Context: an optimization exercise on an open-source flow, tuned for small area, a short achievable clock period and few clock cycles per item. The choices shown serve that exercise and are no tape-out recipe.
Only simulation tests tie the RTL to the original design; equivalence was not proved.

--- flow/constraint.sdc ---
create_clock -name core_clock -period 20.0 [get_ports {clk}]
set_input_delay 4.0000 -clock core_clock [delete_from_list [all_inputs] [get_ports {clk}]]
set_output_delay 4.0000 -clock core_clock [all_outputs]
set_load 0.01 [all_outputs]
--- flow/config.mk ---
export PLATFORM = sky130hd
export DESIGN_NAME = gt3b_sc
export DESIGN_NICKNAME = gt3b_sc
export VERILOG_FILES = /design/flow/design.v
export SDC_FILE = /design/flow/constraint.sdc
export NUM_CORES = 4
export LEC_CHECK = 0
export CAP_MARGIN = 20
export CORE_MARGIN = 2
export CORE_UTILIZATION = 40
export PLACE_DENSITY = 0.6
export SLEW_MARGIN = 20
--- flow/run.sh ---
#!/bin/bash
# synth_recipe.tcl (not shown) runs the flow's synth.tcl, then flattens the netlist and writes it again
# the make line also repeats each setting of config.mk as NAME=value (left out here)
make -C /OpenROAD-flow-scripts/flow DESIGN_CONFIG=/design/flow/config.mk WORK_HOME=/design/flow/orfs CLKGATE_MAP_FILE= SYNTH_SCRIPT=/design/flow/synth_recipe.tcl finish
--- flow/design.v ---
module gt3b_div #(
    parameter K    = 2,                  
    parameter ITER = 4                   
) (
    input  wire        clk,
    input  wire        rst,
    input  wire [15:0] raw,              
    input  wire [15:0] raw_port,         
    input  wire        port_raw,         
    input  wire [15:0] cl,
    input  wire [15:0] cm,
    input  wire [15:0] cr,
    input  wire [15:0] cd,
    input  wire        wr_cal,           
    output wire        valid,
    output reg         neg,
    output reg  [12:0] mag
);
    localparam NB = 2 * K * ITER;
    reg [15:0]        xa;
    reg               bad;               
    reg signed [18:0] lo, hi;
    wire [15:0] x_clr = (raw < cl) ? cl : (raw > cr) ? cr : raw;
    wire [15:0] x_clp = (raw_port < cl) ? cl : (raw_port > cr) ? cr : raw_port;
    wire [15:0] x_cl  = port_raw ? x_clp : x_clr;
    wire signed [18:0] xs    = $signed({3'b000, xa});
    wire               left  = !bad && (xs < lo);
    wire               right = !bad && (xs > hi);
    wire signed [18:0] al    = lo - xs;
    wire signed [18:0] ar    = xs - hi;
    wire signed [18:0] bl    = lo - $signed({3'b000, cl});
    wire signed [18:0] br    = $signed({3'b000, cr}) - hi;
    wire [15:0]        a     = left ? al[15:0] : ar[15:0];
    wire [16:0]        b     = left ? bl[16:0] : br[16:0];
    wire [28:0]        num   = ({13'd0, a} << 12) + ({13'd0, a} << 10) - ({13'd0, a} << 7) + ({13'd0, a} << 3);
    reg        pend1, ld, busy, done_r;
    reg [3:0]  cnt;
    reg [16:0] rem;
    reg [16:0] den;
    reg [17:0] den3;
    reg [NB-1:0] nl;
    reg [NB-1:0] quo;
    reg        neg_r;
    reg [16:0]   r_it;
    reg [NB-1:0] n_it, q_it;
    reg [18:0]   x0, x1, x2, x3;
    integer j;
    always @* begin
        r_it = rem;
        n_it = nl;
        q_it = quo;
        for (j = 0; j < K; j = j + 1) begin
            x0 = {r_it, n_it[NB-1:NB-2]};
            x1 = x0 - {2'b00, den};
            x2 = x0 - {1'b0, den, 1'b0};
            x3 = x0 - {1'b0, den3};
            n_it = n_it << 2;
            if (!x3[18]) begin
                r_it = x3[16:0];
                q_it = {q_it[NB-3:0], 2'd3};
            end else if (!x2[18]) begin
                r_it = x2[16:0];
                q_it = {q_it[NB-3:0], 2'd2};
            end else if (!x1[18]) begin
                r_it = x1[16:0];
                q_it = {q_it[NB-3:0], 2'd1};
            end else begin
                r_it = x0[16:0];
                q_it = {q_it[NB-3:0], 2'd0};
            end
        end
    end
    assign valid = done_r && !busy && !ld && !pend1;
    always @(posedge clk) begin
        xa  <= x_cl;
        bad <= cl > cr;
        lo  <= $signed({3'b000, cm}) - $signed({3'b000, cd});
        hi  <= $signed({3'b000, cm}) + $signed({3'b000, cd});
        if (rst) begin
            pend1  <= 1'b1;
            ld     <= 1'b0;
            busy   <= 1'b0;
            done_r <= 1'b0;
            neg    <= 1'b0;
            mag    <= 13'd0;
        end else begin
            pend1 <= wr_cal;
            ld    <= port_raw | pend1;
            if (ld) begin
                rem    <= {3'b000, num[28:NB]};
                nl     <= num[NB-1:0];
                den    <= b;
                den3   <= {1'b0, b} + {b, 1'b0};
                quo    <= {NB{1'b0}};
                neg_r  <= left;
                cnt    <= ITER[3:0];
                busy   <= left || right;
                done_r <= !(left || right);
                if (!(left || right)) begin
                    neg <= 1'b0;
                    mag <= 13'd0;
                end
            end else if (busy) begin
                rem <= r_it;
                nl  <= n_it;
                quo <= q_it;
                cnt <= cnt - 4'd1;
                if (cnt == 4'd1) begin
                    busy   <= 1'b0;
                    done_r <= 1'b1;
                    neg    <= neg_r;
                    mag    <= q_it[12:0];
                end
            end
        end
    end
endmodule
module gt3b_fu (
    input  wire        clk,
    input  wire        rst,
    input  wire        go,
    input  wire        tag_in,
    input  wire        big_in,           
    input  wire signed [19:0] a_in,
    input  wire signed [13:0] b_in,
    input  wire [31:0] c_in,
    input  wire signed [7:0] e_in,
    output reg         rv,               
    output reg         rtag,
    output wire [12:0] q,
    output reg  signed [19:0] u
);
    reg        v1, tag1, big1;
    reg signed [19:0] a1;
    reg signed [13:0] b1;
    reg [31:0] c1;
    reg signed [7:0] e1;
    reg        big2;
    reg [31:0] p2;
    wire signed [34:0] prod = $signed({1'b0, c1}) + a1 * b1;
    always @(posedge clk) begin
        a1   <= a_in;
        b1   <= b_in;
        c1   <= c_in;
        e1   <= e_in;
        big1 <= big_in;
        tag1 <= tag_in;
        p2   <= prod[31:0];
        big2 <= big1;
        rtag <= tag1;
        u    <= $signed({1'b0, a1[12:0]}) * e1;
        if (rst) begin
            v1 <= 1'b0;
            rv <= 1'b0;
        end else begin
            v1 <= go;
            rv <= v1;
        end
    end
    wire [21:0] n5k   = p2[24:3];
    wire [25:0] r5k   = ({4'd0, n5k} << 3) - ({4'd0, n5k} << 1) + {5'd0, n5k[21:1]} + {8'd0, n5k[21:4]}
                      - {11'd0, n5k[21:7]} - {14'd0, n5k[21:10]} - {17'd0, n5k[21:13]} + {20'd0, n5k[21:16]}
                      - {22'd0, n5k[21:18]} + 26'd1;
    wire [26:0] n500k = p2[31:5];
    wire [30:0] r500k = ({4'd0, n500k} << 3) + {5'd0, n500k[26:1]} - {7'd0, n500k[26:3]} + {10'd0, n500k[26:6]}
                      - {13'd0, n500k[26:9]} - {18'd0, n500k[26:14]} - {22'd0, n500k[26:18]}
                      + {24'd0, n500k[26:20]} + {29'd0, n500k[26:25]} + 31'd2;
    assign q = big2 ? r500k[29:17] : r5k[24:12];
endmodule
module gt3b_chp (
    input  wire        clk,
    input  wire        rst,
    input  wire        c0_v,
    input  wire        c0_ev,
    input  wire        c0_last,
    input  wire        c0_sync,
    input  wire [3:0]  c0_ch,
    input  wire signed [13:0] c0_val,
    input  wire        force_hit,
    input  wire signed [13:0] force_val,
    input  wire signed [10:0] kn,        
    input  wire signed [10:0] kp,        
    input  wire signed [7:0] trim,
    output reg  [3:0]  c1_ch_o,
    input  wire signed [7:0] subtrim,
    input  wire        reverse,
    output wire        fin_next,         
    output reg         c3_evv,
    output reg         c3_frame,
    output reg  [3:0]  c3_ch,
    output reg  signed [15:0] c3_val,
    output reg  signed [13:0] c3_last_val
);
    wire signed [13:0] v0  = force_hit ? force_val : c0_val;
    wire signed [10:0] k0  = v0[13] ? kn : kp;
    wire signed [23:0] prod0 = v0 * k0;
    reg        c1_v, c1_ev, c1_last, c1_sync;
    reg signed [23:0] c1_prod;
    reg signed [7:0]  c1_trim;
    reg signed [13:0] c1_lv;
    wire signed [23:0] c1_num = c1_prod + c1_trim * 24'sd5000;
    wire        sg1 = c1_num[23];
    wire [22:0] n1  = sg1 ? 23'd250 - c1_num[22:0] : c1_num[22:0] + 23'd250;
    wire signed [15:0] st10 = {{8{subtrim[7]}}, subtrim} * 16'sd10;
    reg        c2_v, c2_ev, c2_last, c2_sync, c2_neg;
    reg [22:0] c2_n;
    reg signed [15:0] c2_st;
    reg [3:0]  c2_ch;
    reg signed [13:0] c2_lv;
    wire [20:0] n2  = c2_n[22:2];
    wire [24:0] r2  = ({4'd0, n2} << 3) + {6'd0, n2[20:2]} - {8'd0, n2[20:4]} + {12'd0, n2[20:8]}
                    + {15'd0, n2[20:11]} + {18'd0, n2[20:13]} - {21'd0, n2[20:16]} + 25'd3;
    wire [13:0] q2  = r2[23:10];
    assign fin_next = c2_v && c2_last;
    wire signed [15:0] val2 = c2_neg ? c2_st - $signed({2'b00, q2}) : c2_st + $signed({2'b00, q2});
    always @(posedge clk) begin
        c1_prod <= prod0;
        c1_trim <= trim;
        c1_ch_o <= c0_ch;
        c1_ev   <= c0_ev;
        c1_last <= c0_last;
        c1_sync <= c0_sync;
        c1_lv   <= v0;
        c2_n    <= n1;
        c2_neg  <= sg1 ^ reverse;
        c2_st   <= reverse ? -st10 : st10;
        c2_ch   <= c1_ch_o;
        c2_ev   <= c1_ev;
        c2_last <= c1_last;
        c2_sync <= c1_sync;
        c2_lv   <= c1_lv;
        c3_val  <= val2;
        c3_ch   <= c2_ch;
        c3_last_val <= c2_lv;
        if (rst) begin
            c1_v     <= 1'b0;
            c2_v     <= 1'b0;
            c3_evv   <= 1'b0;
            c3_frame <= 1'b0;
        end else begin
            c1_v     <= c0_v;
            c2_v     <= c1_v;
            c3_evv   <= c2_v && c2_ev;
            c3_frame <= c2_v && c2_sync;
        end
    end
endmodule
module gt3b_slew (
    input  wire signed [13:0] t,
    input  wire signed [13:0] last,
    input  wire signed [14:0] up_t,      
    input  wire signed [14:0] dn_t,      
    input  wire signed [14:0] up_r,      
    input  wire signed [14:0] dn_r,      
    input  wire        lgt_t,            
    input  wire        lgt_r,            
    input  wire [8:0]  md_turn,
    input  wire        inf_turn,
    input  wire        inf_ret,
    output reg  signed [13:0] val
);
    wire lz = (last == 14'sd0);
    wire ln = last[13];
    wire lp = !ln && !lz;
    wire tz = (t == 14'sd0);
    wire tn = t[13];
    wire tp = !tn && !tz;
    wire signed [14:0] t15 = t;
    wire turn_mode = lz || (ln && (t < last)) || (lp && (t > last));
    wire opp  = !turn_mode && ((ln && tp) || (lp && tn));
    wire inf1 = turn_mode ? inf_turn : inf_ret;
    wire lgt1 = turn_mode ? lgt_t : lgt_r;
    wire signed [14:0] up = turn_mode ? up_t : up_r;
    wire signed [14:0] dn = turn_mode ? dn_t : dn_r;
    wire c_up = opp ? (ln && lgt1) : (turn_mode ? (t15 > up_t) : (t15 > up_r));
    wire c_dn = opp ? (lp && lgt1) : (turn_mode ? (t15 < dn_t) : (t15 < dn_r));
    wire c2   = opp && !inf_turn && (tn ? (t15 < -$signed({6'd0, md_turn})) : (t15 > $signed({6'd0, md_turn})));
    always @* begin
        if (!inf1 && c_up)
            val = up[13:0];
        else if (!inf1 && c_dn)
            val = dn[13:0];
        else if (c2)
            val = tn ? -$signed({5'd0, md_turn}) : $signed({5'd0, md_turn});
        else
            val = t;
    end
endmodule
module gt3b_sc (
    input  wire        clk,
    input  wire        rst,
    input  wire        req_valid,
    output wire        req_ready,
    input  wire        req_write,
    input  wire [6:0]  req_addr,
    input  wire [15:0] req_wdata,
    output reg         rsp_valid,
    output reg  [15:0] rsp_rdata,
    output wire        ev_valid,
    output wire [3:0]  ev_ch,
    output wire [15:0] ev_val,
    output wire        ev_frame,
    output wire [3:0]  nch
);
    reg               ill;
    reg signed [13:0] acc_r;
    reg [15:0]        frameseq;
    reg [15:0]        raw_st, raw_th;
    reg [15:0]        cal_r [0:7];       
    reg [3:0]         nch_r;
    reg [7:0]         reverse_r;
    reg [3:0]         ch_4ws;
    reg [3:0]         ch_dig;
    reg               crab;
    reg signed [7:0]  mix4ws;
    reg signed [13:0] ndig;              
    reg signed [7:0]  expo_r [0:2];      
    reg [6:0]         dr_r [0:2];        
    reg [6:0]         stspd_turn, stspd_ret;
    reg [8:0]         md_turn, md_ret;   
    reg               inf_turn, inf_ret;
    reg [1:0]         abs_type;
    reg [3:0]         force_ch;
    reg signed [13:0] force_val;
    reg signed [7:0]  trim_r [0:1];
    reg signed [7:0]  subtrim_r [0:7];
    reg [7:0]         ep_r [0:15];       
    reg signed [7:0]  aux_r [0:5];       
    reg signed [13:0] last_r [0:7];
    reg [2:0]         abs_cnt;
    reg               abs_red;
    reg signed [14:0] out_r [0:7];
    wire [7:0] mixed = (ch_4ws != 4'd0 ? (8'd1 << (ch_4ws - 4'd1)) : 8'd0) |
                       (ch_dig != 4'd0 ? (8'd1 << (ch_dig - 4'd1)) : 8'd0);
    assign nch = nch_r;
    function [8:0] maxdelta;
        input [6:0] r;
        case (r)
            7'd0: maxdelta = 9'd5;
            7'd1: maxdelta = 9'd5;
            7'd2: maxdelta = 9'd5;
            7'd3: maxdelta = 9'd5;
            7'd4: maxdelta = 9'd5;
            7'd5: maxdelta = 9'd5;
            7'd6: maxdelta = 9'd5;
            7'd7: maxdelta = 9'd5;
            7'd8: maxdelta = 9'd5;
            7'd9: maxdelta = 9'd5;
            7'd10: maxdelta = 9'd5;
            7'd11: maxdelta = 9'd5;
            7'd12: maxdelta = 9'd5;
            7'd13: maxdelta = 9'd5;
            7'd14: maxdelta = 9'd5;
            7'd15: maxdelta = 9'd5;
            7'd16: maxdelta = 9'd5;
            7'd17: maxdelta = 9'd6;
            7'd18: maxdelta = 9'd6;
            7'd19: maxdelta = 9'd6;
            7'd20: maxdelta = 9'd6;
            7'd21: maxdelta = 9'd6;
            7'd22: maxdelta = 9'd6;
            7'd23: maxdelta = 9'd6;
            7'd24: maxdelta = 9'd6;
            7'd25: maxdelta = 9'd6;
            7'd26: maxdelta = 9'd6;
            7'd27: maxdelta = 9'd6;
            7'd28: maxdelta = 9'd6;
            7'd29: maxdelta = 9'd7;
            7'd30: maxdelta = 9'd7;
            7'd31: maxdelta = 9'd7;
            7'd32: maxdelta = 9'd7;
            7'd33: maxdelta = 9'd7;
            7'd34: maxdelta = 9'd7;
            7'd35: maxdelta = 9'd7;
            7'd36: maxdelta = 9'd7;
            7'd37: maxdelta = 9'd7;
            7'd38: maxdelta = 9'd8;
            7'd39: maxdelta = 9'd8;
            7'd40: maxdelta = 9'd8;
            7'd41: maxdelta = 9'd8;
            7'd42: maxdelta = 9'd8;
            7'd43: maxdelta = 9'd8;
            7'd44: maxdelta = 9'd8;
            7'd45: maxdelta = 9'd9;
            7'd46: maxdelta = 9'd9;
            7'd47: maxdelta = 9'd9;
            7'd48: maxdelta = 9'd9;
            7'd49: maxdelta = 9'd9;
            7'd50: maxdelta = 9'd10;
            7'd51: maxdelta = 9'd10;
            7'd52: maxdelta = 9'd10;
            7'd53: maxdelta = 9'd10;
            7'd54: maxdelta = 9'd10;
            7'd55: maxdelta = 9'd11;
            7'd56: maxdelta = 9'd11;
            7'd57: maxdelta = 9'd11;
            7'd58: maxdelta = 9'd11;
            7'd59: maxdelta = 9'd12;
            7'd60: maxdelta = 9'd12;
            7'd61: maxdelta = 9'd12;
            7'd62: maxdelta = 9'd13;
            7'd63: maxdelta = 9'd13;
            7'd64: maxdelta = 9'd13;
            7'd65: maxdelta = 9'd14;
            7'd66: maxdelta = 9'd14;
            7'd67: maxdelta = 9'd15;
            7'd68: maxdelta = 9'd15;
            7'd69: maxdelta = 9'd16;
            7'd70: maxdelta = 9'd16;
            7'd71: maxdelta = 9'd17;
            7'd72: maxdelta = 9'd17;
            7'd73: maxdelta = 9'd18;
            7'd74: maxdelta = 9'd19;
            7'd75: maxdelta = 9'd20;
            7'd76: maxdelta = 9'd20;
            7'd77: maxdelta = 9'd21;
            7'd78: maxdelta = 9'd22;
            7'd79: maxdelta = 9'd23;
            7'd80: maxdelta = 9'd25;
            7'd81: maxdelta = 9'd26;
            7'd82: maxdelta = 9'd27;
            7'd83: maxdelta = 9'd29;
            7'd84: maxdelta = 9'd31;
            7'd85: maxdelta = 9'd33;
            7'd86: maxdelta = 9'd35;
            7'd87: maxdelta = 9'd38;
            7'd88: maxdelta = 9'd41;
            7'd89: maxdelta = 9'd45;
            7'd90: maxdelta = 9'd50;
            7'd91: maxdelta = 9'd55;
            7'd92: maxdelta = 9'd62;
            7'd93: maxdelta = 9'd71;
            7'd94: maxdelta = 9'd83;
            7'd95: maxdelta = 9'd100;
            7'd96: maxdelta = 9'd125;
            7'd97: maxdelta = 9'd166;
            7'd98: maxdelta = 9'd250;
            7'd99: maxdelta = 9'd500;
            default: maxdelta = 9'd0;
        endcase
    endfunction
    reg        rdy;
    reg        s_v, s_wr;
    reg [6:0]  s_a;
    reg [15:0] s_d;
    assign req_ready = rdy;
    wire accept = req_valid && rdy;
    wire [7:0] w_op  = s_d[15:8];
    wire [3:0] w_sel = s_d[3:0];
    reg        w_legal;
    always @* begin
        w_legal = 1'b0;
        if (s_d[7:4] == 4'd0) begin
            case (w_op)
                8'h00, 8'h01, 8'h02, 8'h03, 8'h04, 8'h05, 8'h14: w_legal = (w_sel == 4'd0);
                8'h10:               w_legal = (w_sel <= 4'd1);
                8'h11, 8'h12:        w_legal = (w_sel <= 4'd2);
                8'h13, 8'h15, 8'h16: w_legal = (w_sel >= 4'd1 && w_sel <= 4'd8);
                default:             w_legal = 1'b0;
            endcase
        end
    end
    wire s_wrv  = s_v && s_wr;
    wire s_cmd  = s_wrv && (s_a == 7'h00);
    wire go     = s_cmd && w_legal && (w_op != 8'h00);
    wire signed [15:0] w_s = s_d;
    wire signed [13:0] w_sat_full = (w_s > 16'sd5000) ? 14'sd5000 : (w_s < -16'sd5000) ? -14'sd5000 : w_s[13:0];
    wire signed [7:0]  w_sat_99   = (w_s > 16'sd99)  ? 8'sd99  : (w_s < -16'sd99)  ? -8'sd99  : w_s[7:0];
    wire signed [7:0]  w_sat_100  = (w_s > 16'sd100) ? 8'sd100 : (w_s < -16'sd100) ? -8'sd100 : w_s[7:0];
    wire [6:0]         w_min_100  = (s_d > 16'd100) ? 7'd100 : s_d[6:0];
    wire [7:0]         w_min_150  = (s_d > 16'd150) ? 8'd150 : s_d[7:0];
    wire [1:0]         w_min_3    = (s_d > 16'd3)   ? 2'd3   : s_d[1:0];
    wire [3:0]         w_4ws      = (s_d[3:0] == 4'd0 || (s_d[3:0] >= 4'd3 && s_d[3:0] <= 4'd8)) ? s_d[3:0] : 4'd0;
    wire [3:0]         w_dig      = (s_d[7:4] == 4'd0 || s_d[7:4] == 4'd1 ||
                                     (s_d[7:4] >= 4'd3 && s_d[7:4] <= 4'd8)) ? s_d[7:4] : 4'd0;
    wire [3:0]         w_force_ch = (s_d <= 16'd8) ? s_d[3:0] : 4'd0;
    reg [15:0] rd;
    always @* begin
        rd = 16'd0;
        case (s_a)
            7'h01: rd = {15'd0, ill};
            7'h02: rd = {{2{acc_r[13]}}, acc_r};
            7'h03: rd = frameseq;
            7'h04: rd = raw_st;
            7'h05: rd = raw_th;
            7'h08, 7'h09, 7'h0A, 7'h0B, 7'h0C, 7'h0D, 7'h0E, 7'h0F:
                   rd = cal_r[s_a[2:0]];
            7'h10: rd = {12'd0, nch_r};
            7'h11: rd = {8'd0, reverse_r};
            7'h12: rd = {7'd0, crab, ch_dig, ch_4ws};
            7'h13: rd = {{8{mix4ws[7]}}, mix4ws};
            7'h14: rd = -{{2{ndig[13]}}, ndig};
            7'h15: rd = {{8{expo_r[0][7]}}, expo_r[0]};
            7'h16: rd = {{8{expo_r[1][7]}}, expo_r[1]};
            7'h17: rd = {{8{expo_r[2][7]}}, expo_r[2]};
            7'h18: rd = {9'd0, dr_r[0]};
            7'h19: rd = {9'd0, dr_r[1]};
            7'h1A: rd = {9'd0, dr_r[2]};
            7'h1B: rd = {9'd0, stspd_turn};
            7'h1C: rd = {9'd0, stspd_ret};
            7'h1D: rd = {14'd0, abs_type};
            7'h1E: rd = {12'd0, force_ch};
            7'h1F: rd = {{2{force_val[13]}}, force_val};
            7'h20: rd = {{8{trim_r[0][7]}}, trim_r[0]};
            7'h21: rd = {{8{trim_r[1][7]}}, trim_r[1]};
            7'h28, 7'h29, 7'h2A, 7'h2B, 7'h2C, 7'h2D, 7'h2E, 7'h2F:
                   rd = {{8{subtrim_r[s_a[2:0]][7]}}, subtrim_r[s_a[2:0]]};
            7'h30, 7'h31, 7'h32, 7'h33, 7'h34, 7'h35, 7'h36, 7'h37,
            7'h38, 7'h39, 7'h3A, 7'h3B, 7'h3C, 7'h3D, 7'h3E, 7'h3F:
                   rd = {8'd0, ep_r[s_a[3:0]]};
            7'h42, 7'h43, 7'h44, 7'h45, 7'h46, 7'h47:
                   rd = {{8{aux_r[s_a[2:0] - 3'd2][7]}}, aux_r[s_a[2:0] - 3'd2]};
            7'h50, 7'h51, 7'h52, 7'h53, 7'h54, 7'h55, 7'h56, 7'h57:
                   rd = {{2{last_r[s_a[2:0]][13]}}, last_r[s_a[2:0]]};
            7'h58: rd = {7'd0, abs_red, 5'd0, abs_cnt};
            7'h59: rd = {8'd0, mixed};
            7'h60, 7'h61, 7'h62, 7'h63, 7'h64, 7'h65, 7'h66, 7'h67:
                   rd = {out_r[s_a[2:0]][14], out_r[s_a[2:0]]};
            default: rd = 16'd0;
        endcase
    end
    wire wr_raw_st = s_wrv && (s_a == 7'h04);
    wire wr_raw_th = s_wrv && (s_a == 7'h05);
    wire wr_cal_st = s_wrv && (s_a[6:2] == 5'b00010);
    wire wr_cal_th = s_wrv && (s_a[6:2] == 5'b00011);
    wire        cst_valid, cth_valid;
    wire        cst_neg, cth_neg;
    wire [12:0] cst_mag, cth_mag;
    wire acc_wr = accept && req_write;
    gt3b_div u_cal_st (
        .clk(clk), .rst(rst),
        .raw(wr_raw_st ? s_d : raw_st),
        .raw_port(req_wdata), .port_raw(acc_wr && req_addr == 7'h04),
        .cl(cal_r[0]), .cm(cal_r[1]), .cr(cal_r[2]), .cd(cal_r[3]),
        .wr_cal(wr_cal_st),
        .valid(cst_valid), .neg(cst_neg), .mag(cst_mag)
    );
    gt3b_div u_cal_th (
        .clk(clk), .rst(rst),
        .raw(wr_raw_th ? s_d : raw_th),
        .raw_port(req_wdata), .port_raw(acc_wr && req_addr == 7'h05),
        .cl(cal_r[4]), .cm(cal_r[5]), .cr(cal_r[6]), .cd(cal_r[7]),
        .wr_cal(wr_cal_th),
        .valid(cth_valid), .neg(cth_neg), .mag(cth_mag)
    );
    reg signed [13:0] abs_in;
    wire [2:0]  abs_period  = (abs_type == 2'd1) ? 3'd6 : (abs_type == 2'd2) ? 3'd4 : 3'd3;
    wire [3:0]  abs_cnt_inc = {1'b0, abs_cnt} + 4'd1;
    reg  [2:0]  abs_cnt_nx;
    reg         abs_red_nx;
    reg signed [13:0] abs_out;
    always @* begin
        abs_cnt_nx = abs_cnt;
        abs_red_nx = abs_red;
        abs_out    = abs_in;
        if (abs_type != 2'd0) begin
            if (abs_in > 14'sd500) begin
                if (abs_cnt_inc >= {1'b0, abs_period}) begin
                    abs_cnt_nx = 3'd0;
                    abs_red_nx = !abs_red;
                end else begin
                    abs_cnt_nx = abs_cnt_inc[2:0];
                end
                if (abs_red_nx)
                    abs_out = abs_in >>> 1;
            end else begin
                abs_cnt_nx = 3'd0;
                abs_red_nx = 1'b0;
            end
        end
    end
    reg         s_iss, t_iss_req;
    reg  signed [19:0] s_ia, t_ia;
    reg  signed [13:0] s_ib, t_ib;
    reg  [31:0] s_ic, t_ic;
    reg  signed [7:0] s_ie, t_ie;
    reg         s_ibig, t_ibig;
    wire        t_iss = t_iss_req && !s_iss;
    wire        md_rv, md_rtag;
    wire [12:0] md_q;
    wire signed [19:0] md_u;
    wire        md_s = md_rv && !md_rtag;      
    wire        md_t = md_rv &&  md_rtag;      
    gt3b_fu u_md (
        .clk(clk), .rst(rst),
        .go(s_iss || t_iss), .tag_in(!s_iss),
        .big_in(s_iss ? s_ibig : t_ibig),
        .a_in(s_iss ? s_ia : t_ia),
        .b_in(s_iss ? s_ib : t_ib),
        .c_in(s_iss ? s_ic : t_ic),
        .e_in(s_iss ? s_ie : t_ie),
        .rv(md_rv), .rtag(md_rtag), .q(md_q), .u(md_u)
    );
    function [12:0] mag14;
        input signed [13:0] v;
        mag14 = v[13] ? -v[12:0] : v[12:0];
    endfunction
    function [12:0] x50;
        input [6:0] r;
        x50 = {1'b0, r, 5'd0} + {2'b0, r, 4'd0} + {5'd0, r, 1'b0};
    endfunction
    localparam K_STEER = 2'd0, K_PEXPO = 2'd1, K_PDRATE = 2'd2;
    localparam S_IDLE = 4'd0, S_WCAL = 4'd1, S_START = 4'd2, S_EXA = 4'd3, S_EXB = 4'd4,
               S_DR = 4'd5, S_MODE = 4'd6, S_MIX = 4'd7, S_SLP = 4'd8, S_SLQ = 4'd9,
               S_PSLEW = 4'd10, S_DONE = 4'd11, S_PSL0 = 4'd12;
    localparam T_IDLE = 4'd0, T_WCAL = 4'd1, T_EXA_I = 4'd2, T_EXA = 4'd3, T_EXB_I = 4'd4,
               T_EXB = 4'd5, T_ABS = 4'd6, T_DR = 4'd7, T_DR_W = 4'd8, T_MIX = 4'd9,
               T_MIX_W = 4'd10, T_DONE = 4'd11;
    localparam Q_IDLE = 3'd0, Q_S = 3'd1, Q_T0 = 3'd2, Q_T1 = 3'd3, Q_AUX = 3'd4,
               Q_BUB = 3'd5, Q_WAIT = 3'd6;
    reg        c_frame, c_sync;          
    reg [3:0]  c_sel;
    reg        p_cal;                    
    reg [3:0]  s_st;
    reg [1:0]  s_kind;
    reg [1:0]  s_k;
    reg        s_neg;
    reg [12:0] s_mag;
    reg signed [13:0] s_val, s_p, s_q;
    reg        s_mixp;
    reg [3:0]  t_st;
    reg        t_neg;
    reg [12:0] t_mag;
    reg signed [7:0] t_str;
    reg [12:0] t_b;
    reg signed [19:0] t_u;
    reg signed [13:0] t_val, t_p, t_q;
    reg        t_mixp, t_two;
    reg [2:0]  q_st;
    reg [5:0]  aux_rem;                  
    always @* abs_in = (t_st == T_ABS) ? t_val : acc_r;
    wire signed [7:0] s_str  = expo_r[(s_kind == K_STEER) ? 2'd0 : s_k];
    wire [6:0]        s_rate = dr_r[(s_kind == K_STEER) ? 2'd0 : s_k];
    wire signed [7:0] s_e    = s_str[7] ? -s_str : s_str;
    wire signed [7:0] s_en   = -s_e;
    reg  signed [13:0] sl_t, nl_last;
    reg  signed [13:0] sl_last;
    reg  signed [14:0] sl_upt, sl_dnt, sl_upr, sl_dnr;
    reg                sl_lgtt, sl_lgtr;
    wire signed [13:0] sl_val;
    gt3b_slew u_slew (
        .t(sl_t), .last(sl_last),
        .up_t(sl_upt), .dn_t(sl_dnt), .up_r(sl_upr), .dn_r(sl_dnr),
        .lgt_t(sl_lgtt), .lgt_r(sl_lgtr),
        .md_turn(md_turn), .inf_turn(inf_turn), .inf_ret(inf_ret),
        .val(sl_val)
    );
    wire [2:0] c4i = ch_4ws[2:0] - 3'd1;
    always @* begin
        case (s_st)
            S_MODE, S_SLP: nl_last = last_r[c4i];
            S_MIX:         nl_last = last_r[0];
            S_PSL0:        nl_last = last_r[c_sel[2:0] - 3'd1];
            default:       nl_last = (ch_dig == 4'd1) ? ndig : last_r[0];
        endcase
        case (s_st)
            S_SLP:   sl_t = s_p;
            S_SLQ:   sl_t = s_q;
            S_PSLEW: sl_t = acc_r;
            default: sl_t = s_val;
        endcase
    end
    wire [13:0] nl_abs = nl_last[13] ? -nl_last : nl_last;
    always @(posedge clk) begin
        sl_last <= nl_last;
        sl_upt  <= nl_last + $signed({6'd0, md_turn});
        sl_dnt  <= nl_last - $signed({6'd0, md_turn});
        sl_upr  <= nl_last + $signed({6'd0, md_ret});
        sl_dnr  <= nl_last - $signed({6'd0, md_ret});
        sl_lgtt <= {1'b0, nl_abs} > {6'd0, md_turn};
        sl_lgtr <= {1'b0, nl_abs} > {6'd0, md_ret};
    end
    wire        x_go   = (s_st == S_WCAL) ? cst_valid : (s_st == S_START);
    wire        x_neg  = (s_st == S_WCAL) ? cst_neg : s_neg;
    wire [12:0] x_mag  = (s_st == S_WCAL) ? cst_mag : s_mag;
    wire        x_expo = (s_str != 8'sd0) && (x_mag != 13'd0) && (s_kind != K_PDRATE);
    wire        x_dr   = (s_rate != 7'd100) && (s_kind != K_PEXPO);
    wire [12:0] x_xp   = s_str[7] ? 13'd5000 - x_mag : x_mag;
    wire signed [13:0] x_sv = x_neg ? -$signed({1'b0, x_mag}) : $signed({1'b0, x_mag});
    wire        cexb_s = (s_st == S_EXA) && md_s;
    wire [12:0] cexb_m = cexb_s ? s_mag : t_mag;
    wire [31:0] cexb   = {13'd0, cexb_m} * 32'd500000 +
                         ((cexb_s ? s_str[7] : t_str[7]) ? 32'd249999 : 32'd250000);
    wire [31:0] s_cexb = cexb;
    wire signed [13:0] md_sv_s = s_neg ? -$signed({1'b0, md_q}) : $signed({1'b0, md_q});
    wire signed [13:0] y_sv = md_sv_s;
    wire signed [7:0] mixk = mix4ws[7] ? 8'sd100 + mix4ws : 8'sd100 - mix4ws;
    always @* begin
        s_iss  = 1'b0;
        s_ia   = {7'd0, x_xp};
        s_ib   = -$signed({1'b0, x_xp});
        s_ic   = 32'd25004999;
        s_ie   = s_str[7] ? s_e : s_en;
        s_ibig = 1'b0;
        case (s_st)
            S_WCAL, S_START: begin
                if (x_go && x_expo) begin
                    s_iss = 1'b1;
                end else if (x_go && x_dr) begin
                    s_iss = 1'b1;
                    s_ia  = {7'd0, x_mag};
                    s_ib  = $signed({1'b0, x50(s_rate)});
                    s_ic  = 32'd0;
                end
            end
            S_EXA: begin
                s_iss  = md_s;
                s_ia   = md_u;
                s_ib   = $signed({1'b0, md_q});
                s_ic   = s_cexb;
                s_ibig = 1'b1;
            end
            S_EXB: begin
                s_iss = md_s && x_dr;
                s_ia  = {7'd0, md_q};
                s_ib  = $signed({1'b0, x50(s_rate)});
                s_ic  = 32'd0;
            end
            S_MODE: begin
                s_ia = {7'd0, mag14(s_val)};
                s_ib = $signed({1'b0, x50(mixk[6:0])});
                s_ic = 32'd0;
                s_iss = (ch_dig != 4'd1) && (ch_4ws != 4'd0) && (mix4ws != 8'sd0);
            end
            default: ;
        endcase
    end
    wire s_fin = (s_st == S_MODE && (ch_dig == 4'd1 || ch_4ws == 4'd0)) || (s_st == S_SLQ);
    wire signed [7:0] t_str_cal = cth_neg ? expo_r[1] : expo_r[2];
    wire signed [7:0] t_e  = t_str[7] ? -t_str : t_str;
    wire signed [7:0] t_ec = t_str_cal[7] ? -t_str_cal : t_str_cal;
    wire [12:0] t_xp   = t_str[7] ? 13'd5000 - t_mag : t_mag;
    wire [12:0] t_xpc  = t_str_cal[7] ? 13'd5000 - cth_mag : cth_mag;
    wire        t_expo = (t_str_cal != 8'sd0) && (cth_mag != 13'd0);
    wire [6:0]  t_rate = t_val[13] ? dr_r[1] : dr_r[2];
    wire [31:0] t_cexb = cexb;
    wire signed [13:0] md_sv_t = t_neg ? -$signed({1'b0, md_q}) : $signed({1'b0, md_q});
    wire signed [13:0] t_ysv = md_sv_t;
    wire [12:0] dig_k  = ndig[13] ? 13'd5000 + ndig[12:0] : 13'd5000 - ndig[12:0];
    wire        s_busy = (s_st != S_IDLE) && (s_st != S_DONE);
    always @* begin
        t_iss_req = 1'b0;
        t_ia   = {7'd0, t_xp};
        t_ib   = -$signed({1'b0, t_xp});
        t_ic   = 32'd25004999;
        t_ie   = t_str[7] ? t_e : -t_e;
        t_ibig = 1'b0;
        case (t_st)
            T_WCAL: begin
                t_iss_req = cth_valid && t_expo;
                t_ia = {7'd0, t_xpc};
                t_ib = -$signed({1'b0, t_xpc});
                t_ie = t_str_cal[7] ? t_ec : -t_ec;
            end
            T_EXA_I: t_iss_req = 1'b1;
            T_EXA: begin
                t_iss_req = md_t;
                t_ia   = md_u;
                t_ib   = $signed({1'b0, md_q});
                t_ic   = t_cexb;
                t_ibig = 1'b1;
            end
            T_EXB_I: begin
                t_iss_req = 1'b1;
                t_ia   = t_u;
                t_ib   = $signed({1'b0, t_b});
                t_ic   = t_cexb;
                t_ibig = 1'b1;
            end
            T_ABS: begin
                t_iss_req = (t_rate != 7'd100);
                t_ia = {7'd0, mag14(abs_out)};
                t_ib = $signed({1'b0, x50(t_rate)});
                t_ic = 32'd0;
            end
            T_DR: begin
                t_iss_req = 1'b1;
                t_ia = {7'd0, mag14(t_val)};
                t_ib = $signed({1'b0, x50(t_rate)});
                t_ic = 32'd0;
            end
            T_MIX: begin
                t_iss_req = (ch_dig != 4'd0) && !s_busy && (ndig != 14'sd0);
                t_ia = {7'd0, mag14(t_val)};
                t_ib = $signed({1'b0, dig_k});
                t_ic = 32'd0;
            end
            default: ;
        endcase
    end
    reg [2:0] ax_i;                      
    always @* begin
        ax_i = 3'd0;
        if      (aux_rem[0]) ax_i = 3'd0;
        else if (aux_rem[1]) ax_i = 3'd1;
        else if (aux_rem[2]) ax_i = 3'd2;
        else if (aux_rem[3]) ax_i = 3'd3;
        else if (aux_rem[4]) ax_i = 3'd4;
        else                 ax_i = 3'd5;
    end
    wire [5:0] aux_rem_nx = aux_rem & ~(6'd1 << ax_i);
    wire signed [13:0] aux_v = aux_r[ax_i] * 14'sd50;
    reg [5:0] aux_mask;
    integer ai;
    always @* begin
        for (ai = 0; ai < 6; ai = ai + 1)
            aux_mask[ai] = (ai + 3 <= nch_r) && !mixed[ai + 2];
    end
    reg        c0_v, c0_ev, c0_last, c0_sync;
    reg [3:0]  c0_ch;
    reg signed [13:0] c0_val;
    wire [3:0] c1_ch;
    wire       chp_fin;
    wire       chp_evv, chp_frame;
    wire [3:0] chp_ch;
    wire signed [15:0] chp_val;
    wire signed [13:0] chp_lv;
    wire [2:0] c1i = c1_ch[2:0] - 3'd1;
    reg  [3:0] i_ch;
    always @* begin
        i_ch = 4'd1;
        if (go)                 i_ch = w_sel;
        else if (s_st == S_SLQ) i_ch = ch_4ws;
        else if (q_st == Q_T0)  i_ch = 4'd2;
        else if (q_st == Q_T1)  i_ch = ch_dig;
        else if (q_st == Q_AUX) i_ch = {1'b0, ax_i} + 4'd3;
    end
    wire [2:0] ii = i_ch[2:0] - 3'd1;
    wire signed [7:0] i_trim = (i_ch == 4'd1) ? trim_r[0] : (i_ch == 4'd2) ? trim_r[1] : 8'sd0;
    wire [7:0] i_epn = ep_r[{ii, 1'b0}];
    wire [7:0] i_epp = ep_r[{ii, 1'b1}];
    reg signed [10:0] c0_kn, c0_kp;
    reg signed [7:0]  c0_trim;
    reg               c0_fh;
    always @(posedge clk) begin
        c0_kn   <= $signed({1'b0, i_epn, 2'b00}) + $signed({3'b000, i_epn}) + i_trim;
        c0_kp   <= $signed({1'b0, i_epp, 2'b00}) + $signed({3'b000, i_epp}) - i_trim;
        c0_trim <= i_trim;
        c0_fh   <= (force_ch == i_ch);
    end
    gt3b_chp u_chp (
        .clk(clk), .rst(rst),
        .c0_v(c0_v), .c0_ev(c0_ev), .c0_last(c0_last), .c0_sync(c0_sync),
        .c0_ch(c0_ch), .c0_val(c0_val),
        .force_hit(c0_fh), .force_val(force_val),
        .kn(c0_kn), .kp(c0_kp), .trim(c0_trim),
        .c1_ch_o(c1_ch),
        .subtrim(subtrim_r[c1i]), .reverse(reverse_r[c1i]),
        .fin_next(chp_fin),
        .c3_evv(chp_evv), .c3_frame(chp_frame), .c3_ch(chp_ch),
        .c3_val(chp_val), .c3_last_val(chp_lv)
    );
    assign ev_valid = chp_evv;
    assign ev_frame = chp_frame;
    assign ev_ch    = chp_ch;
    assign ev_val   = chp_val;
    integer i;
    always @(posedge clk) begin
        s_wr <= req_write;
        s_a  <= req_addr;
        s_d  <= req_wdata;
        if (rst) begin
            rdy        <= 1'b1;
            s_v        <= 1'b0;
            rsp_valid  <= 1'b0;
            rsp_rdata  <= 16'd0;
            ill        <= 1'b0;
            acc_r      <= 14'sd0;
            frameseq   <= 16'd0;
            raw_st     <= 16'h8000;
            raw_th     <= 16'h8000;
            cal_r[0]   <= 16'h0000;
            cal_r[1]   <= 16'h8000;
            cal_r[2]   <= 16'hFFFF;
            cal_r[3]   <= 16'h0000;
            cal_r[4]   <= 16'h0000;
            cal_r[5]   <= 16'h8000;
            cal_r[6]   <= 16'hFFFF;
            cal_r[7]   <= 16'h0000;
            nch_r      <= 4'd2;
            reverse_r  <= 8'd0;
            ch_4ws     <= 4'd0;
            ch_dig     <= 4'd0;
            crab       <= 1'b0;
            mix4ws     <= 8'sd0;
            ndig       <= 14'sd0;
            for (i = 0; i < 3; i = i + 1) begin
                expo_r[i] <= 8'sd0;
                dr_r[i]   <= 7'd100;
            end
            stspd_turn <= 7'd100;
            stspd_ret  <= 7'd100;
            md_turn    <= 9'd0;
            md_ret     <= 9'd0;
            inf_turn   <= 1'b1;
            inf_ret    <= 1'b1;
            abs_type   <= 2'd0;
            force_ch   <= 4'd0;
            force_val  <= 14'sd0;
            trim_r[0]  <= 8'sd0;
            trim_r[1]  <= 8'sd0;
            for (i = 0; i < 8; i = i + 1) begin
                subtrim_r[i] <= 8'sd0;
                last_r[i]    <= 14'sd0;
                out_r[i]     <= 15'sd0;
            end
            for (i = 0; i < 16; i = i + 1)
                ep_r[i] <= 8'd100;
            for (i = 0; i < 6; i = i + 1)
                aux_r[i] <= 8'sd0;
            abs_cnt    <= 3'd0;
            abs_red    <= 1'b0;
            c_frame    <= 1'b0;
            c_sync     <= 1'b0;
            c_sel      <= 4'd0;
            p_cal      <= 1'b0;
            s_st       <= S_IDLE;
            t_st       <= T_IDLE;
            q_st       <= Q_IDLE;
            aux_rem    <= 6'd0;
            c0_v       <= 1'b0;
        end else begin
            s_v       <= accept;
            rsp_valid <= 1'b0;
            c0_v      <= 1'b0;
            c0_ev     <= 1'b1;
            c0_last   <= 1'b0;
            c0_sync   <= 1'b0;
            if (accept && req_write && req_addr == 7'h00)
                rdy <= 1'b0;
            if (accept && req_write && req_addr == 7'h10)
                nch_r <= (req_wdata[15:1] == 15'd0) ? 4'd2 :
                         (req_wdata[15:4] != 12'd0 || (req_wdata[3] && req_wdata[2:0] != 3'd0)) ? 4'd8 :
                         req_wdata[3:0];
            if (s_v && !s_wr) begin
                rsp_valid <= 1'b1;
                rsp_rdata <= rd;
            end
            if (s_wrv) begin
                case (s_a)
                    7'h00: begin
                        if (!w_legal) begin
                            ill <= 1'b1;
                            rdy <= 1'b1;
                        end else if (w_op == 8'h00) begin
                            rdy <= 1'b1;
                        end
                    end
                    7'h02: acc_r     <= w_sat_full;
                    7'h04: raw_st    <= s_d;
                    7'h05: raw_th    <= s_d;
                    7'h08, 7'h09, 7'h0A, 7'h0B, 7'h0C, 7'h0D, 7'h0E, 7'h0F:
                           cal_r[s_a[2:0]] <= s_d;
                    7'h11: reverse_r <= s_d[7:0];
                    7'h12: begin
                        ch_4ws <= w_4ws;
                        ch_dig <= w_dig;
                        crab   <= s_d[8];
                    end
                    7'h13: mix4ws    <= w_sat_100;
                    7'h14: ndig      <= -w_sat_full;
                    7'h15: expo_r[0] <= w_sat_99;
                    7'h16: expo_r[1] <= w_sat_99;
                    7'h17: expo_r[2] <= w_sat_99;
                    7'h18: dr_r[0]   <= w_min_100;
                    7'h19: dr_r[1]   <= w_min_100;
                    7'h1A: dr_r[2]   <= w_min_100;
                    7'h1B: begin
                        stspd_turn <= w_min_100;
                        md_turn    <= maxdelta(w_min_100);
                        inf_turn   <= (w_min_100 == 7'd100);
                    end
                    7'h1C: begin
                        stspd_ret <= w_min_100;
                        md_ret    <= maxdelta(w_min_100);
                        inf_ret   <= (w_min_100 == 7'd100);
                    end
                    7'h1D: abs_type  <= w_min_3;
                    7'h1E: force_ch  <= w_force_ch;
                    7'h1F: force_val <= w_sat_full;
                    7'h20: trim_r[0] <= w_sat_99;
                    7'h21: trim_r[1] <= w_sat_99;
                    7'h28, 7'h29, 7'h2A, 7'h2B, 7'h2C, 7'h2D, 7'h2E, 7'h2F:
                           subtrim_r[s_a[2:0]] <= w_sat_99;
                    7'h30, 7'h31, 7'h32, 7'h33, 7'h34, 7'h35, 7'h36, 7'h37,
                    7'h38, 7'h39, 7'h3A, 7'h3B, 7'h3C, 7'h3D, 7'h3E, 7'h3F:
                           ep_r[s_a[3:0]] <= w_min_150;
                    7'h42, 7'h43, 7'h44, 7'h45, 7'h46, 7'h47:
                           aux_r[s_a[2:0] - 3'd2] <= w_sat_100;
                    default: ;
                endcase
            end
            if (go) begin
                c_frame <= (w_op == 8'h01);
                c_sync  <= (w_op == 8'h05);
                c_sel   <= w_sel;
                aux_rem <= aux_mask;
                case (w_op)
                    8'h01, 8'h02: begin
                        s_st   <= S_WCAL;
                        s_kind <= K_STEER;
                        q_st   <= Q_S;
                        if (w_op == 8'h01) t_st <= T_WCAL;
                    end
                    8'h03: begin t_st <= T_WCAL; q_st <= Q_T0; end
                    8'h04: q_st <= Q_AUX;
                    8'h05: q_st <= Q_BUB;
                    8'h10: p_cal <= 1'b1;
                    8'h11, 8'h12: begin
                        s_st   <= S_START;
                        s_kind <= (w_op == 8'h11) ? K_PEXPO : K_PDRATE;
                        s_k    <= w_sel[1:0];
                        s_neg  <= acc_r[13];
                        s_mag  <= mag14(acc_r);
                    end
                    8'h13: s_st <= S_PSL0;
                    8'h14: begin                     
                        abs_cnt <= abs_cnt_nx;
                        abs_red <= abs_red_nx;
                        acc_r   <= abs_out;
                        rdy     <= 1'b1;
                    end
                    8'h15: begin                     
                        c0_v    <= 1'b1;
                        c0_ch   <= w_sel;
                        c0_val  <= acc_r;
                        c0_last <= 1'b1;
                        q_st    <= Q_WAIT;
                    end
                    8'h16: begin                     
                        last_r[w_sel[2:0] - 3'd1] <= acc_r;
                        rdy <= 1'b1;
                    end
                    default: ;
                endcase
            end
            if (p_cal && (c_sel[0] ? cth_valid : cst_valid)) begin
                acc_r <= c_sel[0] ? (cth_neg ? -$signed({1'b0, cth_mag}) : $signed({1'b0, cth_mag}))
                                  : (cst_neg ? -$signed({1'b0, cst_mag}) : $signed({1'b0, cst_mag}));
                p_cal <= 1'b0;
                rdy   <= 1'b1;
            end
            case (s_st)
                S_WCAL, S_START: begin
                    if (x_go) begin
                        s_neg <= x_neg;
                        s_mag <= x_mag;
                        if (x_expo) begin
                            s_st <= S_EXA;
                        end else if (x_dr) begin
                            s_st <= S_DR;
                        end else if (s_kind == K_STEER) begin
                            s_val <= x_sv;
                            s_st  <= S_MODE;
                        end else begin
                            acc_r <= x_sv;
                            s_st  <= S_IDLE;
                            rdy   <= 1'b1;
                        end
                    end
                end
                S_EXB: if (md_s) begin
                    if (x_dr) begin
                        s_st <= S_DR;
                    end else if (s_kind == K_STEER) begin
                        s_val <= y_sv;
                        s_st  <= S_MODE;
                    end else begin
                        acc_r <= y_sv;
                        s_st  <= S_IDLE;
                        rdy   <= 1'b1;
                    end
                end
                S_EXA: if (md_s) s_st <= S_EXB;
                S_DR: if (md_s) begin
                    if (s_kind == K_STEER) begin
                        s_val <= md_sv_s;
                        s_st  <= S_MODE;
                    end else begin
                        acc_r <= md_sv_s;
                        s_st  <= S_IDLE;
                        rdy   <= 1'b1;
                    end
                end
                S_MODE: begin
                    if (ch_dig == 4'd1) begin
                        last_r[0] <= ndig;
                        ndig      <= sl_val;
                        s_st      <= S_DONE;
                    end else if (ch_4ws != 4'd0) begin
                        s_p <= s_val;
                        s_q <= crab ? -s_val : s_val;
                        if (mix4ws[7]) begin
                            s_neg  <= s_val[13];
                            s_mixp <= 1'b1;
                            s_st   <= S_MIX;
                        end else if (mix4ws != 8'sd0) begin
                            s_neg  <= crab ? (s_val > 14'sd0) : s_val[13];
                            s_mixp <= 1'b0;
                            s_st   <= S_MIX;
                        end else begin
                            c0_v   <= 1'b1;
                            c0_ch  <= 4'd1;
                            c0_val <= sl_val;
                            s_st   <= S_SLQ;
                        end
                    end else begin
                        c0_v   <= 1'b1;
                        c0_ch  <= 4'd1;
                        c0_val <= sl_val;
                        s_st   <= S_DONE;
                    end
                end
                S_MIX: if (md_s) begin
                    if (s_mixp) s_p <= md_sv_s;
                    else        s_q <= md_sv_s;
                    s_st <= S_SLP;
                end
                S_SLP: begin
                    c0_v   <= 1'b1;
                    c0_ch  <= 4'd1;
                    c0_val <= sl_val;
                    s_st   <= S_SLQ;
                end
                S_SLQ: begin
                    c0_v   <= 1'b1;
                    c0_ch  <= ch_4ws;
                    c0_val <= sl_val;
                    s_st   <= S_DONE;
                end
                S_PSL0: s_st <= S_PSLEW;
                S_PSLEW: begin
                    acc_r <= sl_val;
                    s_st  <= S_IDLE;
                    rdy   <= 1'b1;
                end
                default: ;
            endcase
            case (t_st)
                T_WCAL: if (cth_valid) begin
                    t_neg <= cth_neg;
                    t_mag <= cth_mag;
                    t_str <= t_str_cal;
                    t_val <= cth_neg ? -$signed({1'b0, cth_mag}) : $signed({1'b0, cth_mag});
                    t_st  <= !t_expo ? T_ABS : t_iss ? T_EXA : T_EXA_I;
                end
                T_EXA_I: if (t_iss) t_st <= T_EXA;
                T_EXA: if (md_t) begin
                    t_b  <= md_q;
                    t_u  <= md_u;
                    t_st <= t_iss ? T_EXB : T_EXB_I;
                end
                T_EXB_I: if (t_iss) t_st <= T_EXB;
                T_EXB: if (md_t) begin
                    t_val <= t_ysv;
                    t_st  <= T_ABS;
                end
                T_ABS: begin
                    abs_cnt <= abs_cnt_nx;
                    abs_red <= abs_red_nx;
                    t_val   <= abs_out;
                    t_neg   <= abs_out[13];
                    t_p     <= abs_out;
                    t_q     <= abs_out;
                    t_two   <= 1'b0;
                    if (t_rate != 7'd100) t_st <= t_iss ? T_DR_W : T_DR;
                    else                  t_st <= (ch_dig == 4'd0) ? T_DONE : T_MIX;
                end
                T_DR: if (t_iss) t_st <= T_DR_W;
                T_DR_W: if (md_t) begin
                    t_val <= md_sv_t;
                    t_p   <= md_sv_t;
                    t_two <= 1'b0;
                    t_st  <= (ch_dig == 4'd0) ? T_DONE : T_MIX;
                end
                T_MIX: begin
                    t_p <= t_val;
                    t_q <= t_val;
                    if (!s_busy) begin
                        t_two  <= 1'b1;
                        t_neg  <= t_val[13];
                        t_mixp <= !ndig[13];    
                        if (ndig == 14'sd0) t_st <= T_DONE;
                        else if (t_iss)       t_st <= T_MIX_W;
                    end
                end
                T_MIX_W: if (md_t) begin
                    if (t_mixp) t_p <= md_sv_t;
                    else        t_q <= md_sv_t;
                    t_st <= T_DONE;
                end
                default: ;
            endcase
            case (q_st)
                Q_S: if (s_fin || s_st == S_DONE) q_st <= c_frame ? Q_T0 : Q_BUB;
                Q_T0: if (t_st == T_DONE) begin
                    c0_v    <= 1'b1;
                    c0_ch   <= 4'd2;
                    c0_val  <= t_p;
                    c0_last <= c_frame && !t_two && (aux_rem == 6'd0);
                    c0_sync <= c_frame && !t_two && (aux_rem == 6'd0);
                    q_st    <= t_two ? Q_T1 : !c_frame ? Q_BUB : (aux_rem == 6'd0) ? Q_WAIT : Q_AUX;
                end
                Q_T1: begin
                    c0_v    <= 1'b1;
                    c0_ch   <= ch_dig;
                    c0_val  <= t_q;
                    c0_last <= c_frame && (aux_rem == 6'd0);
                    c0_sync <= c_frame && (aux_rem == 6'd0);
                    q_st    <= !c_frame ? Q_BUB : (aux_rem == 6'd0) ? Q_WAIT : Q_AUX;
                end
                Q_AUX: begin
                    if (aux_rem == 6'd0) begin
                        q_st <= Q_BUB;
                    end else begin
                        c0_v    <= 1'b1;
                        c0_ch   <= {1'b0, ax_i} + 4'd3;
                        c0_val  <= aux_v;
                        c0_last <= c_frame && (aux_rem_nx == 6'd0);
                        c0_sync <= c_frame && (aux_rem_nx == 6'd0);
                        aux_rem <= aux_rem_nx;
                        if (c_frame && aux_rem_nx == 6'd0) q_st <= Q_WAIT;
                    end
                end
                Q_BUB: begin
                    c0_v    <= 1'b1;
                    c0_ev   <= 1'b0;
                    c0_last <= 1'b1;
                    c0_sync <= c_sync || c_frame;
                    q_st    <= Q_WAIT;
                end
                default: ;
            endcase
            if (chp_evv) begin
                out_r[chp_ch[2:0] - 3'd1]  <= chp_val[14:0];
                last_r[chp_ch[2:0] - 3'd1] <= chp_lv;
            end
            if (chp_fin) begin
                rdy  <= 1'b1;
                q_st <= Q_IDLE;
                s_st <= S_IDLE;
                t_st <= T_IDLE;
            end
            if (chp_frame)
                frameseq <= frameseq + 16'd1;
        end
    end
endmodule
==> run notes <==
gr ovfl total: 0
number of synthesized flops with an enable pin: 953
Skew-Pair Late Insertion Delay: 0.98 ns
cell family with most CP delay: compound AO/OA/AOI/OAI gates
crit path kind: flip-flop to flip-flop
FFs w/ async S/R, synth: 0%
via count: 133000
status: finished clean
# IOs: 71
Slew Viols, Final: 0
dpl hpwl: 471 mm
CORE AREA: 395000 sq um
WP data required: 20.79 ns
clk slew on worst S/H paths: 0.07 ns
FF/Latch Area: 44800 sq um
Synth top area share: 18.1%
maxcap violations: 0
Slew Limit Headroom: 11.1%
Total Wirelength: 603 mm
slew at the pin closest to its max-slew limit: 1.33 ns
residual DRC count: 0
Hold Violations, Final: 0
Tcrit/Tclk final: 41.9%
CP Launch Type: flip-flop
Cell Area, Synth: 158000 sq um
Die Area: 401000 sq um
initial drt markers: 16000
Num CTS Buffers: 204
vias per std cell: 5.92
die height: 633 um
ys flop type: edfxtp_1
first-pass GRT wire length: 871 mm
Layout area overhead: 9.20%
first drt pass iteration count: 10
initial core utilization: 40.1%
commonest non-fill, non-tap cell in the layout: inv_1
fillers: 38400
number of global-route vias before repair: 127000
setup TNS: 0 ns
cells after synthesis: 17100
largest net degree at the start of global routing: 92
Core Rows: 231
FF+latch count, synth: 1761
Crit-path slowest cell: a211o_1
final core area utilization: 43.8%
HP Start: u_chp.c1_lv[12]$_DFF_P_
Mapped Avg Cell Area: 9.26 sq um
Synth area leader: edfxtp_1
worst r2r src: u_cal_th.nl[14]$_DFFE_PP_
Crit Path Max Fanout: 21
final-report setup violation count: 0
Hold EP: u_chp.c2_lv[12]$_DFF_P_
sequential cell area fraction in the yosys report: 28.3%
Fmax achieved: 0.119 GHz
H-tree lvl count: 4
post-CTS setup buffers: 0
skew final: 0.135 ns
worst path bufs/invs: 3
reg-to-reg endpoint: u_cal_th.rem[2]$_DFFE_PP_
worst reg2reg setup slack: 11.62 ns
Reg2Reg Depth: 29
CP Data Arrival Time: 9.17 ns
# clock sinks: 1761
most frequent cells in the layout: 1991 x inv_1, 1582 x ha_1, 1406 x nand2_1
Slowest Stage Delay on Critical Path: 0.60 ns
hold path depth: 0
post_cts resized: 0
syn_nets: 19600
IO buf count: 70
Hold WC Path Type: flip-flop to flip-flop
most used cell, CP: a211oi_1
Longest Clk Path Bufs: 4
GPL Wtd Cong: 1.04
All-Layer GR Usage: 29.4%
Final Worst Setup Slack: 11.62 ns
antenna-violating nets left: 0
Tmin final: 8.38 ns
RSZ-0062 raised after global routing: false
Setup crit end kind: flip-flop
Final #Nets: 19400
hold buffer count at cts: 0
dpl ws: 11.80 ns
wire per inst: 26.9 um
Distinct cells, synth: 109
top cells by area, synth: edfxtp_1 18%, ha_1 12%, fa_1 11%
initial antenna violation count: 61
Die X: 633 um
area used by multi-input combinational logic: 104000 sq um
layout cells sized above 1: 7.89%
TritonCTS clock tree: built
CTS root buffer: clkbuf_16
Yosys Warn Count: 11
==> per-layer routing <==
metal	part of all wire, %	global-route usage, %	vias up
met5	0.022	0	-
met4	5.5	13.7	22
met3	12	8.73	1382
met2	42	43.4	6975
met1	41	39.5	64900
li1	-	-	59400
==> worst register-to-register path: cells and delay by family (launching register included) <==
family	cells	cell delay (ns)
flip-flops	1	0.40
buffers and inverters	3	0.45
AO/OA/AOI/OAI	19	5.42
AND/OR/NAND/NOR	3	0.79
XOR/XNOR	1	0.14
adder cells (fa/ha/maj)	3	0.99
==> per-stage QoR <==
stage / instance area, sq um / cells / hold WS [ns]
6_report: 173000 / 22400 / 0.319
5_1_grt: 173000 / 22400 / 0.314
4_1_cts: 173000 / 22400 / 0.312
3_5_place_dp: 166000 / 22000 / 0.312
3_3_place_gp: 166000 / 22000 / 0.310
2_1_floorplan: 158000 / 17100 / 0.310
==> how the worst max path moves through the flow <==
stage / end / cells after the start / from
6_report: u_cal_th.rem[2]$_DFFE_PP_ / 29 / u_cal_th.nl[14]$_DFFE_PP_
5_1_grt: u_cal_th.rem[2]$_DFFE_PP_ / 29 / u_cal_th.nl[14]$_DFFE_PP_
4_1_cts: u_cal_th.rem[2]$_DFFE_PP_ / 29 / u_cal_th.nl[14]$_DFFE_PP_
3_5_place_dp: u_cal_th.rem[2]$_DFFE_PP_ / 29 / u_cal_th.nl[14]$_DFFE_PP_
3_3_place_gp: u_cal_th.rem[2]$_DFFE_PP_ / 29 / u_cal_th.nl[14]$_DFFE_PP_
2_1_floorplan: t_b[0]$_DFFE_PP_ / 5 / rst
==> state kept, by name, indices dropped and copies added (netlist names), 21 cells and up <==
| register | flops |
|---|---|
| u_md.p2 | 29 |
| aux_r | 64 |
| u_chp.c1_prod | 24 |
| subtrim_r | 64 |
| ep_r | 128 |
| out_r | 120 |
| cal_r | 128 |
| expo_r | 24 |
| u_chp.c2_n | 21 |
| dr_r | 21 |
| u_md.c1 | 30 |
| last_r | 112 |
==> cells in the mapped netlist, types with 34 or more instances <==
master,n
a211o_1,34
a211oi_1,126
a21boi_0,71
a21o_1,266
a21oi_1,1063
a221oi_1,75
a222oi_1,48
a22o_1,132
a22oi_1,91
a31oi_1,91
and2_1,368
and3_1,184
buf_1,83
clkbuf_1,658
dfxtp_1,808
edfxtp_1,953
fa_1,879
ha_1,1582
inv_1,1992
mux2_2,154
mux2i_1,321
mux4_2,269
nand2_1,1408
nand2b_1,206
nand3_1,227
nand4_1,98
nor2_1,1416
nor2b_1,174
nor3_1,246
nor4_1,61
o211ai_1,166
o21a_1,138
o21ai_0,717
o21bai_1,106
o221ai_1,44
o22ai_1,89
o31ai_1,72
or2_2,57
or3_1,88
xnor2_1,662
xor2_1,300
==> cell families (layout without fill, tap and decap cells) <==
kind of cell,after synthesis,count (layout),synth area share (%)
AND/OR/NAND/NOR,4693,4693,13.9
flip-flops,1761,1761,28.3
adder cells (fa/ha/maj),2462,2462,23.6
buffers and inverters,2784,2811,6.64
XOR/XNOR,967,967,5.37
other,0,40,0
multiplexers,747,747,6.97
AO/OA/AOI/OAI,3693,3693,15.2
==> cell type report <==
cell class	count	area share, %
multi-input combinational	12600	60.0
sequential	1761	25.9
inverter	2003	4.35
tap	5242	3.79
clock buffer	259	3.27
timing repair buffer	428	2.00
clock inverter	121	0.683
antenna	40	0.0578
Testbench counts, summed over its fixed seeds: cycles 24,132, frames 960.

re-timing with driven ports:
Ports are ideal in the flow. The routed layout listed here was re-timed in OpenROAD.
Step 1, drivers: a clkbuf_16 drives clk and a buf_2 each remaining input, both assumed.
Step 2 times the ports against the registers' clock, not the clock port: input delays grow and output delays shrink by t, the midpoint of the rising clock arrivals with the driver on.
a / b / c = no drivers / after step 1 / after step 2; a / b = the first two.
t (ns): 1.041
setup slack, ns: 11.615 / 11.615 / 11.615
worst setup path after step 2: register to register
After both steps this run still meets setup and hold. For this run, drivers alone change the setup slack by 0.000 ns; drivers and shift together by 0.000 ns.
